Source: an optimization exercise on an open RTL-to-GDS flow (aim: small area, a short achievable clock period and few clock cycles per item). Production flows keep margins and buffers that such runs may drop.
Function was checked by simulation only, so behaviour that the tests miss may differ from the original.
No activity file was given, so power comes from the tool's default toggle rates.

## flow/design.v (module list and top-level ports; edited modules follow where they fit)
// module og_mul53: 8512 lines
// module og_mul3: 460 lines
// module og_qprod: 654 lines
// module og_add106: 1166 lines
// module og_a22o: 3 lines
// module og_a21o: 3 lines
// module og_fa: 4 lines
// module og_ha: 4 lines
// module og_qpre: 16 lines
// module og_quant: 24 lines
// module og_mulquant: 168 lines
// module og_lzc64: 36 lines
// module og_expc: 16 lines
module og_mulquant (
    input  wire        clk,
    input  wire        rst,         
    input  wire        in_valid,
    input  wire [63:0] a,
    input  wire [63:0] b,
    output reg         out_valid,
    output reg  [63:0] y,
    output reg         nf,
    output reg  [15:0] q
);
  // ...
==> flow/run.sh <==
#!/bin/bash
# synth_recipe.tcl (not shown) runs the flow's synth.tcl, then flattens the netlist and writes it again
# the make line also repeats each setting of config.mk as NAME=value (left out here)
make -C /OpenROAD-flow-scripts/flow DESIGN_CONFIG=/design/flow/config.mk WORK_HOME=/design/flow/orfs CLKGATE_MAP_FILE= SYNTH_SCRIPT=/design/flow/synth_recipe.tcl finish
==> flow/config.mk <==
export PLATFORM = sky130hd
export DESIGN_NAME = og_mulquant
export DESIGN_NICKNAME = og_mulquant
export VERILOG_FILES = /design/flow/design.v
export SDC_FILE = /design/flow/constraint.sdc
export NUM_CORES = 4
export LEC_CHECK = 0
export ABC_CLOCK_PERIOD_IN_PS = 14000
export CAP_MARGIN = 20
export CORE_MARGIN = 2
export CORE_UTILIZATION = 30
export PLACE_DENSITY = 0.5
export SETUP_SLACK_MARGIN = 0.5
export SLEW_MARGIN = 20
export SYNTH_HIERARCHICAL = 1
export SYNTH_MINIMUM_KEEP_SIZE = 0
==> flow/constraint.sdc <==
create_clock -name core_clock -period 22.0 [get_ports {clk}]
set_input_delay 4.4000 -clock core_clock [delete_from_list [all_inputs] [get_ports {clk}]]
set_output_delay 4.4000 -clock core_clock [all_outputs]
set_load 0.01 [all_outputs]
==> results.yml, run 1 <==
die:
  io_pins: 213
  die_y_um: 571
critical_path:
  worstPathMaxFanout: 1
  rrSetupSlack_ns: 15.95
  crit_type: "register to output port"
  rr_endpoint: "c0[46]$_DFF_P_"
  cp-end-kind: "output port"
  cp_slowest_stage_delay_ns: 0.55
outcome:
  check-failures: "max-capacitance violations, max-slew violations"
  status: "finished with violations"
clock_network:
  cts_tree: "yes"
  hold_buffers: 0
synth:
  syn_area_per_cell_um2: 10.2
layout:
  layout_common_cells: "1491 x a21o_1, 1410 x a22o_1, 1276 x fa_1"
  fin_nets: 11300
  multi_input_area_um2: 76100
power_and_ir_drop:
  internal_power_uw: 9800
  comb_power_share_pct: 76.5
  finalPower_uw: 19700
flow_run:
  drv_cap: 3
place:
  dpl_cell_area_um2: 102000
  placed_cells: 13500
sta:
  drv_slew: 46
  fin_worst_skew_ns: 0.0609
  finalSetupViolations: 0
Testbench counts, summed over its fixed seeds: cycles 12,048, items 12,000.
==> run 2, diff against run 1 <==
--- a/flow/config.mk
+++ b/flow/config.mk
@@ -6,11 +6,10 @@
 export NUM_CORES = 4
 export LEC_CHECK = 0
 export ABC_CLOCK_PERIOD_IN_PS = 14000
-export CAP_MARGIN = 20
+export CAP_MARGIN = 50
 export CORE_MARGIN = 2
-export CORE_UTILIZATION = 30
-export PLACE_DENSITY = 0.5
+export CORE_UTILIZATION = 45
 export SETUP_SLACK_MARGIN = 0.5
-export SLEW_MARGIN = 20
+export SLEW_MARGIN = 50
 export SYNTH_HIERARCHICAL = 1
 export SYNTH_MINIMUM_KEEP_SIZE = 0
==> run 2 against run 1 <==
The run now finishes clean. Via count increased by 3.9%. Die area decreased by 33%. Routed wire length decreased by 0.52%. Fmax decreased by 0.17%. Largest cell class unchanged. Highest routed layer unchanged.
==> results.yml, run 2 <==
drt:
  wl_per_cell_um: 40.3
  vias_per_cell: 7.63
  wirelength_um: 499000
  num_vias: 94400
  drtPass1Iterations: 13
  drcViolationCount: 0
  drtAntennaViolNets: 0
  drtIter0Drc: 15400
layout:
  area_delta_synth_final_pct: 9.34
  fin_nets: 11300
  multi_input_area_um2: 76300
  layout_commonest_cell: "a21o_1"
  final_layout_size_suffix_gt1_share_pct: 10.3
  regArea_um2: 16100
  utilization_pct: 49.6
  layout_common_cells: "1491 x a21o_1, 1410 x a22o_1, 1276 x fa_1"
  fillers: 19300
  top_regs: "c0: 106 flops, c1: 106 flops"
sta:
  rsz0062_at_grt: "no"
  drv_slew: 0
  relSlewSlack_pct: 39.2
  tightest_slew_ns: 0.912
  finalHoldViolations: 0
  min_period_over_period_pct: 27.9
  finalSetupViolations: 0
  finalCriticalPeriod_ns: 6.13
  timing.fmax_mhz: 163
  fin_worst_skew_ns: 0.0433
  fin_setup_tns_ns: 0
critical_path:
  worstPathMaxFanout: 15
  cp-end-kind: "register"
  start_kind: "register"
  worstPathRequired_ns: 22.67
  crit_type: "register to register"
  r2r_cells: 15
  arrival_ns: 6.80
clock_network:
  hold_buffers: 0
  cts.clk_slew.worst_paths_ns: 0.07
  post_cts_buffers: 0
  cts_num_sinks: 798
  ctsResizeCount: 0
  cts_htree_levels: 3
  cts_tree: "yes"
  cts_buffers: 100
  clk_path_buf_depth: 3
  insertion_delay_ns: 0.80
  cts_root_buf: "clkbuf_16"
synth:
  syn_inst: 9410
  ys_warn_count: 7
  syn_area_um2: 96400
  syn_area_per_cell_um2: 10.2
die:
  io_pins: 213
  coreArea_um2: 213000
  die_area_um2: 218000
  initial_core_util_pct: 45.4
  die_w_um: 467
  die_y_um: 467
  core.rowCount: 169
global_routing:
  grt_max_degree: 78
  met3_usage_pct: 23.0
  grt_usage_pct: 44.4
  grt.overflow.total: 0
  antenna_found_initial: 38
  use_met2_pct: 60.0
  met1_usage_pct: 53.5
  grt_pass1_vias: 92000
  busiest_layer: "met2"
  grt_pass1_wl_um: 694000
min_path:
  hp-class: "register to register"
  min_path_cells: 0
place:
  gp_congestion: 1.03
  port_buffers: 212
  place_hpwl_um: 316000
power_and_ir_drop:
  total_leakage_power_uw: 0.0521
  finalPower_uw: 20100
  power_density_nw_per_um2: 191
  peakVddDrop_mv: 0.236
outcome:
  status: "complete, no violations"
flow_run:
  drv_cap: 0
run 2: area by class of cell:
class                      count  share of cell area [%]
multi-input combinational   7790                    72.3
sequential                   798                    15.3
timing repair buffer         544                    4.93
tap                         2821                    3.35
clock buffer                 126                    2.62
clock inverter                58                   0.702
inverter                     191                   0.682
antenna                       43                   0.102
run 2: final timing paths:
kind	end	from	slack, ns
setup / recovery	stn3$_DFF_P_	c1[63]$_DFF_P_	15.87
hold / removal	emx4$_DFF_P_	xc3[24]$_DFF_P_	0.32
setup reg to reg	stn3$_DFF_P_	c1[63]$_DFF_P_	15.87
hold reg to reg	emx4$_DFF_P_	xc3[24]$_DFF_P_	0.32
run 2: critical path, stage by stage (launching register included):
cell	delay, ns
dfxtp_1	0.35
ha_1	0.46
and4_1	0.25
nand2_1	0.17
or4_1	0.71
nor2_1	0.46
o21a_1	0.45
o21a_1	0.66
a21oi_1	0.14
buf_4	0.23
o31a_1	0.36
a21oi_1	0.24
ha_4	0.33
nand2_1	0.17
nand2_1	0.41
or4_1	0.60
run 2: through the flow:
stage,cells,worst slack (ns),instance area (um2),hold WS (ns)
floorplan,9477,15.79,96700,0.310
global placement,12100,15.60,101000,0.312
detailed placement,12100,16.15,102000,0.312
CTS,12300,15.88,105000,0.323
global route,12300,15.88,105000,0.324
finish,12400,15.87,105000,0.320
run 2: per-layer routing:
| layer | vias up | wire length (um) |
|---|---|---|
| li1 | 35100 | - |
| met1 | 46600 | 181000 |
| met2 | 9559 | 193000 |
| met3 | 3125 | 77900 |
| met4 | 28 | 45900 |
| met5 | - | 782 |
run 2: power breakdown:
| part | switching [uW] | total (uW) | internal [uW] |
|---|---|---|---|
| Combinational | 8880 | 15500 | 6620 |
| Clock | 759 | 1780 | 1020 |
| Sequential | 559 | 2850 | 2290 |

[port drivers added, routing unchanged]
The flow's constraints put no driver on any port. The routed layouts listed below were extracted and timed again, unchanged, in two steps.
Step 1 assumes that a clkbuf_16 drives the clock port and a buf_2 every other input.
Step 2 adds t to the input delays and takes it off the output delays; t is the mean of the earliest and latest rising clock arrival at the registers after step 1. Input paths then give back, and output paths get back, about the clock's delay inside the block.
Three values: ideal, step 1, step 2; two values: the first two.
run | t (ns) | setup WS [ns] | latest minus earliest clock arrival (ns) | worst slew at a driven data input, ns
run 1 | 0.939 | 15.883 / 15.781 / 15.949 | 0.061 / 0.060 | 0.05
run 2 | 0.867 | 15.872 / 15.852 / 15.872 | 0.044 / 0.044 | 0.05
